What follows belongs to an exercise in optimizing a design on an open flow for a short achievable clock period and few clock cycles; a production flow would make more cautious choices.
The RTL was checked by simulation tests, not by an equivalence proof against the original design.
Power is estimated from default activity; no workload was simulated.

==> trial 89: inputs <==
## nibble_core
module nibble_core (
    input  wire         clk,
    input  wire         rst_n,         
    input  wire         cmd_valid,
    output wire         cmd_ready,
    input  wire [127:0] cmd_word,
    output wire         done,
    output wire [2:0]   result,
    output reg          vram_req,
    output reg          vram_we,
    output reg  [15:0]  vram_addr,
    output reg  [7:0]   vram_wdata,
    input  wire         vram_gnt,
    input  wire [7:0]   vram_rdata,
    output reg          text_req,
    output reg  [15:0]  text_addr,
    input  wire         text_gnt,
    input  wire [7:0]   text_rdata,
    output reg          font_req,
    output reg  [8:0]   font_addr,
    input  wire         font_gnt,
    input  wire [7:0]   font_rdata
);
    localparam W   = 320;
    localparam H   = 240;
    localparam RB  = 160;
    localparam SBC = 38400;
    localparam OP_SETADDR    = 8'h01;
    localparam OP_SETSTEP    = 8'h02;
    localparam OP_WRBYTE     = 8'h03;
    localparam OP_RMW        = 8'h04;
    localparam OP_CLEAR      = 8'h10;
    localparam OP_SETPIXEL   = 8'h11;
    localparam OP_DRAWLINE   = 8'h20;
    localparam OP_DRAWGLYPH  = 8'h30;
    localparam OP_DRAWSTRING = 8'h31;
    localparam E_OK    = 3'd0;
    localparam E_ADDR  = 3'd1;
    localparam E_GEOM  = 3'd2;
    localparam E_CHAR  = 3'd3;
    localparam E_COLOR = 3'd4;
    localparam E_STEP  = 3'd5;
    localparam E_ILL   = 3'd6;
    localparam M_FILL = 2'd0;   
    localparam M_RMW  = 2'd1;
    localparam M_GLY  = 2'd2;
    reg [15:0]  ADDR;
    reg         STEP;
    reg         addr_oor;            
    reg         busy;                
    reg         dec;                 
    reg         done_q;              
    reg [2:0]   result_q;
    wire        done_now;            
    wire        dec_fin;             
    wire [2:0]  dec_res;
    reg         last_pend;           
    assign done      = done_q || (last_pend && vram_gnt);
    assign cmd_ready = !busy  || (last_pend && vram_gnt);
    assign result    = result_q;
    wire accept = cmd_valid && cmd_ready;
    reg [127:0] cw;
    wire [15:0] c_x   = cmd_word[23:8];
    wire [15:0] c_y   = cmd_word[39:24];
    wire [15:0] c_x1  = cmd_word[55:40];
    wire [15:0] c_y1  = cmd_word[71:56];
    reg  [8:0]  q_op;                
  ...
==> flow/config.mk <==
export PLATFORM = sky130hd
export DESIGN_NAME = nibble_core
export DESIGN_NICKNAME = nibble_core
export VERILOG_FILES = /design/flow/design.v
export SDC_FILE = /design/flow/constraint.sdc
export NUM_CORES = 4
export LEC_CHECK = 0
export ABC_CLOCK_PERIOD_IN_PS = 2700
export CAP_MARGIN = 20
export CORE_MARGIN = 2
export CORE_UTILIZATION = 40
export SETUP_SLACK_MARGIN = 3.8
export SLEW_MARGIN = 20
==> flow/constraint.sdc <==
create_clock -name core_clock -period 6.5 [get_ports {clk}]
set_input_delay 1.3000 -clock core_clock [delete_from_list [all_inputs] [get_ports {clk}]]
set_output_delay 1.3000 -clock core_clock [all_outputs]
set_load 0.01 [all_outputs]
run.sh (not shown) runs the stock make flow with config.mk's settings and CLKGATE_MAP_FILE= SYNTH_SCRIPT=/design/flow/synth_recipe.tcl, a recipe that flattens the netlist after the stock synthesis.
==> inputs of trial 58, as changes to trial 89 <==
--- a/flow/design.v
+++ b/flow/design.v
@@ -180,19 +180,24 @@
     reg         p_valid;
     reg [15:0]  p_addr, p_rowaddr, p_charbase;
     reg [7:0]   p_k, nk_last;
     reg [7:0]   p_r, nr_last;
     reg [5:0]   p_i, ni_last;
     reg         p_tail;
     reg         w_go;                
-    reg         o_valid;
-    reg [15:0]  o_addr;
-    reg         o_part;
-    reg [7:0]   o_keep, o_nd;        
-    reg         o_gly, o_hb, o_lb;   
+    reg         q0v, q1v;
+    reg [35:0]  q0, q1;
+    wire        o_valid = q0v;
+    wire [15:0] o_addr  = q0[35:20];
+    wire        o_part  = q0[19];
+    wire [7:0]  o_keep  = q0[18:11];
+    wire [7:0]  o_nd    = q0[10:3];
+    wire        o_gly   = q0[2];
+    wire        o_hb    = q0[1];
+    wire        o_lb    = q0[0];
     reg [15:0]  r_addr;              
     reg [7:0]   r_cnt;               
     reg         r_col;               
     reg         has_b;               
     reg [7:0]   nr;                  
     reg [15:0]  tb_addr;             
     reg         b_ok;                
@@ -282,15 +287,16 @@
     wire [7:0]  fifo_head  = (f_cnt != 4'd0) ? fd[f_rp] : vram_rdata;
     wire r_ready   = (r_cnt != 8'd0) && (!r_col || b_ok) && !occ[3];
     wire w_ready   = o_valid && w_go && (!o_part || fifo_avail);
     wire port_free = !vram_req || vram_gnt;
     wire do_r = port_free && r_ready;
     wire do_w = port_free && !r_ready && w_ready;
     wire pop  = do_w && o_part;
-    wire ld   = p_valid && p_gate && (!o_valid || do_w);
+    wire ld   = p_valid && p_gate && !(q0v && q1v);
+    wire [35:0] p_op = {p_addr, p_part, p_keep, p_nd, mode == M_GLY, p_tail ? pc : hb, lb};
     assign done_now  = last_pend && vram_gnt;
     wire font_free = !font_req || font_gnt;
     wire [7:0] tc = text_rdata;
     wire       tc_zero = (tc == 8'd0);
     wire       tc_ok   = (tc[7:5] == 3'b001) || (tc[7:5] == 3'b010);
     wire       sc_now  = sc_active && tcap_q;
     reg  [5:0] f_navail;            
@@ -299,15 +305,15 @@
     wire f_dec     = font_free && f_can && (f_row == 3'd7);
     integer j;
     always @(posedge clk) begin
         if (!rst_n) begin
             busy <= 1'b0; dec <= 1'b0; done_q <= 1'b0; result_q <= E_OK; last_pend <= 1'b0;
             b_arm <= 1'b0; f_inc <= 1'b0;
             ADDR <= 16'd0; STEP <= 1'b0; addr_oor <= 1'b0;
-            run <= 1'b0; p_valid <= 1'b0; o_valid <= 1'b0; w_go <= 1'b0;
+            run <= 1'b0; p_valid <= 1'b0; q0v <= 1'b0; q1v <= 1'b0; w_go <= 1'b0;
             r_cnt <= 8'd0; occ <= 4'd0;
             vram_req <= 1'b0; vram_we <= 1'b0;
             text_req <= 1'b0; font_req <= 1'b0;
             rd_cap_q <= 1'b0; tcap_q <= 1'b0; fcap_q <= 1'b0;
             f_cnt <= 4'd0; f_wp <= 3'd0; f_rp <= 3'd0;
             sc_active <= 1'b0; sc_n_ok <= 1'b0; f_busy <= 1'b0;
             gv0 <= 8'd0; gv1 <= 8'd0; buf_free <= 2'b11;
@@ -319,15 +325,15 @@
                 fd[f_wp] <= vram_rdata;
                 f_wp <= f_wp + 3'd1;
             end
             f_cnt <= f_cnt + {3'd0, rd_cap_q} - {3'd0, pop};
             if (pop) f_rp <= f_rp + 3'd1;
             occ <= occ + {3'd0, do_r} - {3'd0, pop};
             if (port_free) vram_req <= 1'b0;
-            if (do_w)          last_pend <= !p_valid;
+            if (do_w)          last_pend <= !p_valid && !q1v;
             else if (vram_gnt) last_pend <= 1'b0;
             if (do_r) begin
                 vram_req  <= 1'b1;
                 vram_we   <= 1'b0;
                 vram_addr <= r_addr;
                 if (r_cnt == 8'd1 && !r_col && has_b) begin
                     r_col  <= 1'b1;
@@ -339,24 +345,26 @@
                 end
             end else if (do_w) begin
                 vram_req   <= 1'b1;
                 vram_we    <= 1'b1;
                 vram_addr  <= o_addr;
                 vram_wdata <= o_part ? ((fifo_head & o_keep) | o_data) : o_data;
             end
-            if (do_w) o_valid <= 1'b0;
+            if (do_w) begin
+                q0  <= q1v ? q1 : p_op;
+                q0v <= q1v || ld;
+                q1  <= p_op;
+                q1v <= q1v && ld;
+            end else begin
+                if (!q0v) q0 <= p_op;
+                else if (!q1v) q1 <= p_op;
+                q0v <= q0v || ld;
+                q1v <= q1v || (q0v && ld);
+            end
             if (ld) begin
-                o_valid <= 1'b1;
-                o_addr  <= p_addr;
-                o_part  <= p_part;
-                o_keep  <= p_keep;
-                o_nd    <= p_nd;
-                o_gly   <= (mode == M_GLY);
-                o_hb    <= p_tail ? pc : hb;
-                o_lb    <= lb;
                 if (!p_last_k) begin
                     p_k    <= p_k + 8'd1;
                     p_addr <= p_addr + 16'd1;
                 end else if (!p_last_r) begin
                     p_k       <= 8'd0;
                     p_r       <= p_r + 8'd1;
                     p_rsel    <= {p_rsel[6:0], p_rsel[7]};
@@ -434,15 +442,16 @@
                     text_req  <= 1'b0;
                     if (sc_colbad || sc_n == 6'd0) begin
                         done_q   <= 1'b1;
                         result_q <= sc_colbad ? E_COLOR : E_OK;
                         busy     <= 1'b0;
                         run      <= 1'b0;
                         p_valid  <= 1'b0;
-                        o_valid  <= 1'b0;
+                        q0v      <= 1'b0;
+                        q1v      <= 1'b0;
                         r_cnt    <= 8'd0;
                         vram_req <= 1'b0;
                         font_req <= 1'b0;
                         sc_n_ok  <= 1'b0;
                     end else begin
                         w_go    <= 1'b1;
                         ni_last <= sc_n - 6'd1;
@@ -452,15 +461,16 @@
                     sc_active <= 1'b0;
                     text_req  <= 1'b0;
                     done_q    <= 1'b1;
                     result_q  <= (sc_room == 6'd0) ? E_ADDR : E_CHAR;
                     busy      <= 1'b0;
                     run       <= 1'b0;
                     p_valid   <= 1'b0;
-                    o_valid   <= 1'b0;
+                    q0v       <= 1'b0;
+                    q1v       <= 1'b0;
                     r_cnt     <= 8'd0;
                     vram_req  <= 1'b0;
                     font_req  <= 1'b0;
                     sc_n_ok   <= 1'b0;
                 end else begin
                     sc_n    <= sc_n + 6'd1;
                     sc_room <= sc_room - 6'd1;
@@ -473,15 +483,16 @@
                 f_cnt <= 4'd0; f_wp <= 3'd0; f_rp <= 3'd0; occ <= 4'd0;
                 p_k <= 8'd0; p_r <= 8'd0; p_i <= 6'd0; p_tail <= 1'b0; p_rsel <= 8'd1;
                 ni_last <= 6'd0;
                 r_col <= 1'b0; r_cnt <= 8'd0; has_b <= 1'b0; b_ok <= 1'b1;
                 head_p <= 1'b0; tail_p <= 1'b0;
                 upd_addr <= 1'b0;
                 w_go <= 1'b1;
-                o_valid <= 1'b0;
+                q0v <= 1'b0;
+                q1v <= 1'b0;
                 p_valid <= 1'b0;
                 last_pend <= 1'b0;
                 font_req <= 1'b0; fcap_q <= 1'b0; sc_n_ok <= 1'b0;
                 if (!dec_fin) begin
                     busy <= 1'b1;
                     run  <= 1'b1;
                 end else begin
@@ -539,18 +550,17 @@
                             vram_req <= 1'b1; vram_we <= 1'b0; vram_addr <= d_a0; occ <= 4'd1;
                             p_valid <= 1'b1; p_addr <= d_a0; p_rowaddr <= d_a0;
                             r_col <= 1'b1; r_addr <= d_a1;
                             r_cnt <= !d_x1[0] ? 8'd1 : 8'd0;
                         end else if (d_x1[0]) begin
                             vram_req <= 1'b1; vram_we <= 1'b1; vram_addr <= d_a0;
                             vram_wdata <= {cw[75:72], cw[75:72]};
-                            o_valid <= (d_hnk != 8'd0);
+                            q0v <= (d_hnk != 8'd0);
                             last_pend <= (d_hnk == 8'd0);
-                            o_addr  <= d_a0p; o_part <= 1'b0; o_nd <= {cw[75:72], cw[75:72]};
-                            o_gly <= 1'b0; o_keep <= 8'h00;
+                            q0 <= {d_a0p, 1'b0, 8'h00, cw[75:72], cw[75:72], 3'b000};
                             p_valid <= (d_hnk[7:1] != 7'd0);
                             p_k <= 8'd2; p_addr <= d_a0q; p_rowaddr <= d_a0;
                         end else begin
                             p_valid <= 1'b1; p_addr <= d_a0; p_rowaddr <= d_a0;
                             r_col <= 1'b1; r_addr <= d_a1; r_cnt <= 8'd1;
                         end
                     end
@@ -563,16 +573,16 @@
                         tb_addr <= d_ga4; nr <= 8'd8;
                         vram_req <= 1'b1; vram_we <= !d_x[0]; vram_addr <= d_a0;
                         vram_wdata <= {cw[63] ? d_gfg : d_gbg, cw[62] ? d_gfg : d_gbg};
                         if (d_x[0]) begin
                             p_addr <= d_a0; occ <= 4'd1;
                             r_cnt <= 8'd7; r_addr <= d_a0r; has_b <= 1'b1;
                         end else begin
-                            o_valid <= 1'b1; o_addr <= d_a0p; o_part <= 1'b0;
-                            o_gly <= 1'b1; o_hb <= cw[61]; o_lb <= cw[60]; o_keep <= 8'h00;
+                            q0v <= 1'b1;
+                            q0 <= {d_a0p, 1'b0, 8'h00, 8'h00, 1'b1, cw[61], cw[60]};
                             p_k <= 8'd2; p_addr <= d_a0q;
                         end
                     end
                     if (pd_string) begin
                         mode <= M_GLY; xodd <= d_sx[0]; upd_addr <= 1'b1;
                         fg <= cw[59:56]; bg <= cw[67:64];
                         gv0 <= 8'h00; gv1 <= 8'h00; buf_free <= 2'b11;
==> comparison <==
- Trial 89 finished clean. Trial 58 completed without violations.
- Of trial 89 and trial 58, trial 58 has the higher sequential power (gap about 2%, measured against trial 58).
- Against trial 89, the design area of trial 58 is higher by 2.4%.
- Synthesized cell count: trial 89 is lower than trial 58 (5.6%).
- Synthesized area: trial 58 is higher than trial 89 (about 4.7%).
Testbench counts of trial 89, summed over its fixed seeds: cycles 104,441.
Testbench counts of trial 58, summed over its fixed seeds: cycles 104,441.

-- separate check: timing with driven ports --
No port has a modelled driver above. Below, the same layouts with a new extraction and two added sets of constraints. Step 1 (the two cells are an assumption about what drives the block):
set clk [get_ports {clk}]
set_driving_cell -lib_cell sky130_fd_sc_hd__clkbuf_16 $clk
set_driving_cell -lib_cell sky130_fd_sc_hd__buf_2 [delete_from_list [all_inputs] $clk]
Step 2 adds t to the input delays and takes it off the output delays; t is the mean of the earliest and latest rising clock arrival at the registers after step 1. Input paths then give back, and output paths get back, about the clock's delay inside the block. Three values: ideal ports, drivers, drivers and shift; two values: the first two.
run	t (ns)	slack for setup (ns)	clock arrival spread, ns
trial 89	0.803	3.426 / 3.332 / 2.632	0.118 / 0.118
trial 58	0.822	3.366 / 3.332 / 2.694	0.103 / 0.103
After both steps setup and hold are still met in every run listed. For trial 89, which loses most, drivers alone change the setup slack by -0.094 ns; drivers and shift together by -0.794 ns.
